This design comes from an exercise in tuning for a short achievable clock period and few clock cycles on the open sky130 flow, not from production work. Only simulation tests tie the RTL to the original design; equivalence was not proved.

==> job 6883: inputs <==
==> flow/design.v <==
module belt_core (
    input  wire        clk,
    input  wire        rst,
    output reg         mem_req,
    output reg         mem_we,
    output reg  [15:0] mem_addr,
    output reg  [15:0] mem_wdata,
    input  wire        mem_ready,
    input  wire [15:0] mem_rdata,
    output wire        halted,
    output wire [1:0]  result,
    output wire [15:0] pc_o,
    output wire [15:0] sp_o
);
    localparam [3:0] S_FETCH0 = 4'd0,
                     S_FETCH1 = 4'd1,
                     S_EXEC   = 4'd2,
                     S_LOAD   = 4'd3,
                     S_STORE  = 4'd4,
                     S_CALL   = 4'd5,
                     S_RET    = 4'd6,
                     S_DIV    = 4'd7,
                     S_HALT   = 4'd8,
                     S_MUL    = 4'd9;
    localparam [1:0] RES_STOP = 2'd2,
                     RES_FAIL = 2'd3;
    reg [3:0]  state;
    reg [15:0] pc;
    reg [15:0] sp;
    reg [15:0] ir0;
    reg [15:0] ir1;
    reg [15:0] belt [0:15];
    reg [4:0]  cnt;
    reg [1:0]  res_code;
    reg [15:0] maddr;
    reg [15:0] mdata;
    reg [16:0] div_rem;
    reg [15:0] div_quo;
    reg [15:0] mul_a, mul_b;
    assign halted = (state == S_HALT);
    assign result = res_code;
    assign pc_o   = pc;
    assign sp_o   = sp;
    wire [3:0] op_main = ir0[15:12];
    wire [3:0] op_sub  = ir0[11:8];
    wire [3:0] op1     = ir0[7:4];
    wire [3:0] op2     = ir0[3:0];
    reg dec_valid;
    always @* begin
        case (op_main)
            4'd1:    dec_valid = (op_sub < 4'd3)  && (op2 == 4'd0);
            4'd2:    dec_valid = (op_sub < 4'd4)  && (op1 == 4'd0) && (op2 == 4'd0);
            4'd3:    dec_valid = (op_sub < 4'd3);
            4'd4:    dec_valid = (op_sub < 4'd10);
            4'd5:    dec_valid = (op_sub < 4'd3);
            4'd6:    dec_valid = (op_sub < 4'd3)  && (op2 == 4'd0);
            4'd7:    dec_valid = (op_sub < 4'd3)  && (op1 == 4'd0) && (op2 == 4'd0);
            default: dec_valid = 1'b0;
        endcase
    end
    wire [15:0] x = belt[op1];
    wire [15:0] y = belt[op2];
    wire [15:0] pc_plus1 = pc + 16'd1;
    wire [15:0] pc_plus2 = pc + 16'd2;
    reg [15:0] alu_out;
    always @* begin
        alu_out = 16'd0;
        case (op_main)
            4'd1: case (op_sub)
                      4'd0:    alu_out = x & ir1;
                      4'd1:    alu_out = x | ir1;
                      default: alu_out = x ^ ir1;
                  endcase
            4'd2: alu_out = ir1;
            4'd3: alu_out = (op_sub == 4'd0) ? (x << op2) : (x >> op2);
            4'd4: case (op_sub)
                      4'd0:    alu_out = x + y;
                      4'd1:    alu_out = x - y;
                      4'd4:    alu_out = x & y;
                      4'd5:    alu_out = x | y;
                      4'd6:    alu_out = x ^ y;
                      4'd7:    alu_out = x << y[3:0];
                      default: alu_out = x >> y[3:0];
                  endcase
            default: alu_out = 16'd0;
        endcase
    end
    reg br_taken;
    always @* begin
        case (op_sub)
            4'd0:    br_taken = (x <  y);
            4'd1:    br_taken = (x <= y);
            default: br_taken = (x == y);
        endcase
    end
    wire [16:0] div_shift = {div_rem[15:0], div_quo[15]};
    wire [16:0] div_trial = div_shift - {1'b0, y};
    wire        div_ge    = ~div_trial[16];
    wire [4:0]  ret_pos   = cnt + {1'b0, op2};
    always @* begin
        mem_req   = 1'b0;
        mem_we    = 1'b0;
        mem_addr  = 16'd0;
        mem_wdata = 16'd0;
        case (state)
            S_FETCH0: begin mem_req = 1'b1; mem_addr = pc; end
            S_FETCH1: begin mem_req = 1'b1; mem_addr = pc_plus1; end
            S_LOAD:   begin mem_req = 1'b1; mem_addr = maddr; end
            S_STORE:  begin mem_req = 1'b1; mem_we = 1'b1; mem_addr = maddr; mem_wdata = mdata; end
            S_CALL:   begin mem_req = 1'b1; mem_we = 1'b1; mem_addr = sp; mem_wdata = belt[4'd15 - cnt[3:0]]; end
            S_RET:    begin mem_req = 1'b1; mem_addr = sp + 16'd1; end
            default:  ;
        endcase
    end
    task automatic push(input [15:0] v);
        integer i;
        begin
            for (i = 15; i > 0; i = i - 1)
                belt[i] <= belt[i-1];
            belt[0] <= v;
        end
    endtask
    integer k;
    always @(posedge clk) begin
        if (rst) begin
            state    <= S_FETCH0;
            pc       <= 16'h0000;
            sp       <= 16'hFFFF;
            ir0      <= 16'd0;
            ir1      <= 16'd0;
            cnt      <= 5'd0;
            res_code <= 2'd0;
            maddr    <= 16'd0;
            mdata    <= 16'd0;
            div_rem  <= 17'd0;
            div_quo  <= 16'd0;
            for (k = 0; k < 16; k = k + 1)
                belt[k] <= 16'd0;
        end else begin
            case (state)
                S_FETCH0: if (mem_ready) begin
                    ir0   <= mem_rdata;
                    state <= (mem_rdata[15:12] == 4'd1 || mem_rdata[15:12] == 4'd2 ||
                              mem_rdata[15:12] == 4'd5) ? S_FETCH1 : S_EXEC;
                end
                S_FETCH1: if (mem_ready) begin
                    ir1   <= mem_rdata;
                    state <= S_EXEC;
                end
                S_EXEC: begin
                    state <= S_FETCH0;
                    if (!dec_valid) begin
                        res_code <= RES_STOP;
                        state    <= S_HALT;
                    end else begin
                        case (op_main)
                            4'd1: begin
                                push(alu_out);
                                pc <= pc_plus2;
                            end
                            4'd2: case (op_sub)
                                4'd0: begin             
                                    maddr <= ir1;
                                    pc    <= pc_plus2;
                                    state <= S_LOAD;
                                end
                                4'd1: begin             
                                    push(alu_out);
                                    pc <= pc_plus2;
                                end
                                4'd2: begin             
                                    cnt   <= 5'd0;
                                    pc    <= ir1;
                                    state <= S_CALL;
                                end
                                default: pc <= ir1;     
                            endcase
                            4'd3: begin
                                if (op_sub == 4'd2) begin    
                                    cnt   <= 5'd0;
                                    state <= S_RET;
                                end else begin
                                    push(alu_out);
                                    pc <= pc_plus1;
                                end
                            end
                            4'd4: begin
                                if (op_sub == 4'd3) begin           
                                    if (y == 16'd0) begin
                                        res_code <= RES_FAIL;
                                        state    <= S_HALT;
                                    end else begin
                                        div_rem <= 17'd0;
                                        div_quo <= x;
                                        cnt     <= 5'd0;
                                        pc      <= pc_plus1;
                                        state   <= S_DIV;
                                    end
                                end else if (op_sub == 4'd2) begin  
                                    mul_a <= x;
                                    mul_b <= y;
                                    pc    <= pc_plus1;
                                    state <= S_MUL;
                                end else if (op_sub == 4'd9) begin  
                                    maddr <= y;
                                    mdata <= x;
                                    pc    <= pc_plus1;
                                    state <= S_STORE;
                                end else begin
                                    push(alu_out);
                                    pc <= pc_plus1;
                                end
                            end
                            4'd5: pc <= br_taken ? ir1 : pc_plus2;
                            4'd6: case (op_sub)
                                4'd0: begin             
                                    maddr <= x;
                                    pc    <= pc_plus1;
                                    state <= S_LOAD;
                                end
                                4'd1: pc <= x;          
                                default: begin          
                                    maddr <= sp;
                                    mdata <= x;
                                    sp    <= sp - 16'd1;
                                    pc    <= pc_plus1;
                                    state <= S_STORE;
                                end
                            endcase
                            default: case (op_sub)      
                                4'd0: pc <= pc_plus1;   
                                4'd1: begin             
                                    maddr <= sp + 16'd1;
                                    sp    <= sp + 16'd1;
                                    pc    <= pc_plus1;
                                    state <= S_LOAD;
                                end
                                default: begin          
                                    res_code <= RES_STOP;
                                    state    <= S_HALT;
                                end
                            endcase
                        endcase
                    end
                end
                S_MUL: begin
                    push(mul_a * mul_b);
                    state <= S_FETCH0;
                end
                S_LOAD: if (mem_ready) begin
                    push(mem_rdata);
                    state <= S_FETCH0;
                end
                S_STORE: if (mem_ready) begin
                    state <= S_FETCH0;
                end
                S_CALL: if (mem_ready) begin
                    sp  <= sp - 16'd1;
                    cnt <= cnt + 5'd1;
                    if (cnt == 5'd15)
                        state <= S_FETCH0;
                end
                S_RET: if (mem_ready) begin
                    sp  <= sp + 16'd1;
                    cnt <= cnt + 5'd1;
                    if (cnt == 5'd16) begin
                        pc    <= mem_rdata;
                        state <= S_FETCH0;
                    end else if (ret_pos < 5'd16) begin
                        belt[ret_pos[3:0]] <= mem_rdata;
                    end
                end
                S_DIV: begin
                    div_rem <= div_ge ? div_trial : div_shift;
                    div_quo <= {div_quo[14:0], div_ge};
                    cnt     <= cnt + 5'd1;
                    if (cnt == 5'd15) begin
                        push({div_quo[14:0], div_ge});
                        state <= S_FETCH0;
                    end
                end
                default: ;   
            endcase
        end
    end
endmodule
==> flow/run.sh <==
#!/bin/bash
# synth_recipe.tcl (not shown) runs the flow's synth.tcl, then flattens the netlist and writes it again
# the make line also repeats each setting of config.mk as NAME=value (left out here)
make -C /OpenROAD-flow-scripts/flow DESIGN_CONFIG=/design/flow/config.mk WORK_HOME=/design/flow/orfs CLKGATE_MAP_FILE= SYNTH_SCRIPT=/design/flow/synth_recipe.tcl finish
==> flow/config.mk <==
export PLATFORM = sky130hd
export DESIGN_NAME = belt_core
export DESIGN_NICKNAME = belt_core
export VERILOG_FILES = /design/flow/design.v
export SDC_FILE = /design/flow/constraint.sdc
export NUM_CORES = 4
export LEC_CHECK = 0
export CAP_MARGIN = 20
export CORE_MARGIN = 2
export CORE_UTILIZATION = 40
export PLACE_DENSITY = 0.6
export SETUP_SLACK_MARGIN = 5
export SLEW_MARGIN = 20
==> flow/constraint.sdc <==
create_clock -name core_clock -period 10.0 [get_ports {clk}]
set_input_delay 2.0000 -clock core_clock [delete_from_list [all_inputs] [get_ports {clk}]]
set_output_delay 2.0000 -clock core_clock [all_outputs]
set_load 0.01 [all_outputs]
==> job 8763: changes against job 6883 <==
--- a/flow/design.v
+++ b/flow/design.v
@@ -140,8 +140,7 @@
             case (state)
                 S_FETCH0: if (mem_ready) begin
                     ir0   <= mem_rdata;
-                    state <= (mem_rdata[15:12] == 4'd1 || mem_rdata[15:12] == 4'd2 ||
-                              mem_rdata[15:12] == 4'd5) ? S_FETCH1 : S_EXEC;
+                    state <= S_FETCH1;
                 end
                 S_FETCH1: if (mem_ready) begin
                     ir1   <= mem_rdata;
==> job 9290: changes against job 6883 <==
--- a/flow/design.v
+++ b/flow/design.v
@@ -20,8 +20,7 @@
                      S_CALL   = 4'd5,
                      S_RET    = 4'd6,
                      S_DIV    = 4'd7,
-                     S_HALT   = 4'd8,
-                     S_MUL    = 4'd9;
+                     S_HALT   = 4'd8;
     localparam [1:0] RES_STOP = 2'd2,
                      RES_FAIL = 2'd3;
     reg [3:0]  state;
@@ -36,7 +35,6 @@
     reg [15:0] mdata;
     reg [16:0] div_rem;
     reg [15:0] div_quo;
-    reg [15:0] mul_a, mul_b;
     assign halted = (state == S_HALT);
     assign result = res_code;
     assign pc_o   = pc;
@@ -76,6 +74,7 @@
             4'd4: case (op_sub)
                       4'd0:    alu_out = x + y;
                       4'd1:    alu_out = x - y;
+                      4'd2:    alu_out = x * y;
                       4'd4:    alu_out = x & y;
                       4'd5:    alu_out = x | y;
                       4'd6:    alu_out = x ^ y;
@@ -140,8 +139,7 @@
             case (state)
                 S_FETCH0: if (mem_ready) begin
                     ir0   <= mem_rdata;
-                    state <= (mem_rdata[15:12] == 4'd1 || mem_rdata[15:12] == 4'd2 ||
-                              mem_rdata[15:12] == 4'd5) ? S_FETCH1 : S_EXEC;
+                    state <= S_FETCH1;
                 end
                 S_FETCH1: if (mem_ready) begin
                     ir1   <= mem_rdata;
@@ -196,11 +194,6 @@
                                         pc      <= pc_plus1;
                                         state   <= S_DIV;
                                     end
-                                end else if (op_sub == 4'd2) begin  
-                                    mul_a <= x;
-                                    mul_b <= y;
-                                    pc    <= pc_plus1;
-                                    state <= S_MUL;
                                 end else if (op_sub == 4'd9) begin  
                                     maddr <= y;
                                     mdata <= x;
@@ -242,10 +235,6 @@
                             endcase
                         endcase
                     end
-                end
-                S_MUL: begin
-                    push(mul_a * mul_b);
-                    state <= S_FETCH0;
                 end
                 S_LOAD: if (mem_ready) begin
                     push(mem_rdata);
==> summary of the runs <==
Non-clock buffer count: job 9290 is higher than job 6883 (112).
In flip-flop and latch count, job 8763 and job 6883 do not differ.
Sequential share of layout area: job 9290 is lower than job 8763 (2.9 points).
Between job 9290 and job 8763, the lower design area is in job 8763 (gap 3.3%, measured against job 8763).
Testbench counts of job 6883, summed over its fixed seeds: cycles 272,199.
Testbench counts of job 8763, summed over its fixed seeds: cycles 300,847.
Testbench counts of job 9290, summed over its fixed seeds: cycles 299,971.

==> afterwards: timing with drivers on the ports <==
How much do the figures lean on ideal ports? The routed layouts below were timed once more, with nothing changed but the port constraints.
Step 1 (the two cells are an assumption about what drives the block):
set clk [get_ports {clk}]
set_driving_cell -lib_cell sky130_fd_sc_hd__clkbuf_16 $clk
set_driving_cell -lib_cell sky130_fd_sc_hd__buf_2 [delete_from_list [all_inputs] $clk]
Step 2 times the ports against the registers' clock, not the clock port: input delays grow and output delays shrink by t, the midpoint of the rising clock arrivals with the driver on.
Slacks: ideal ports / drivers / drivers and shift; pairs: ideal ports / drivers.
run | t, ns | setup slack, ns | slew at the worst register clock pin (ns) | pins driven straight from the clock port
job 6883 | 0.721 | 4.234 / 4.234 / 4.234 | 0.07 / 0.07 | 1
job 8763 | 0.723 | 4.443 / 4.443 / 4.194 | 0.07 / 0.07 | 1
job 9290 | 0.703 | 2.998 / 2.998 / 2.998 | 0.07 / 0.07 | 1
After both steps setup and hold are still met in every run listed. For job 8763, which loses most, drivers alone change the setup slack by 0.000 ns; drivers and shift together by -0.249 ns.
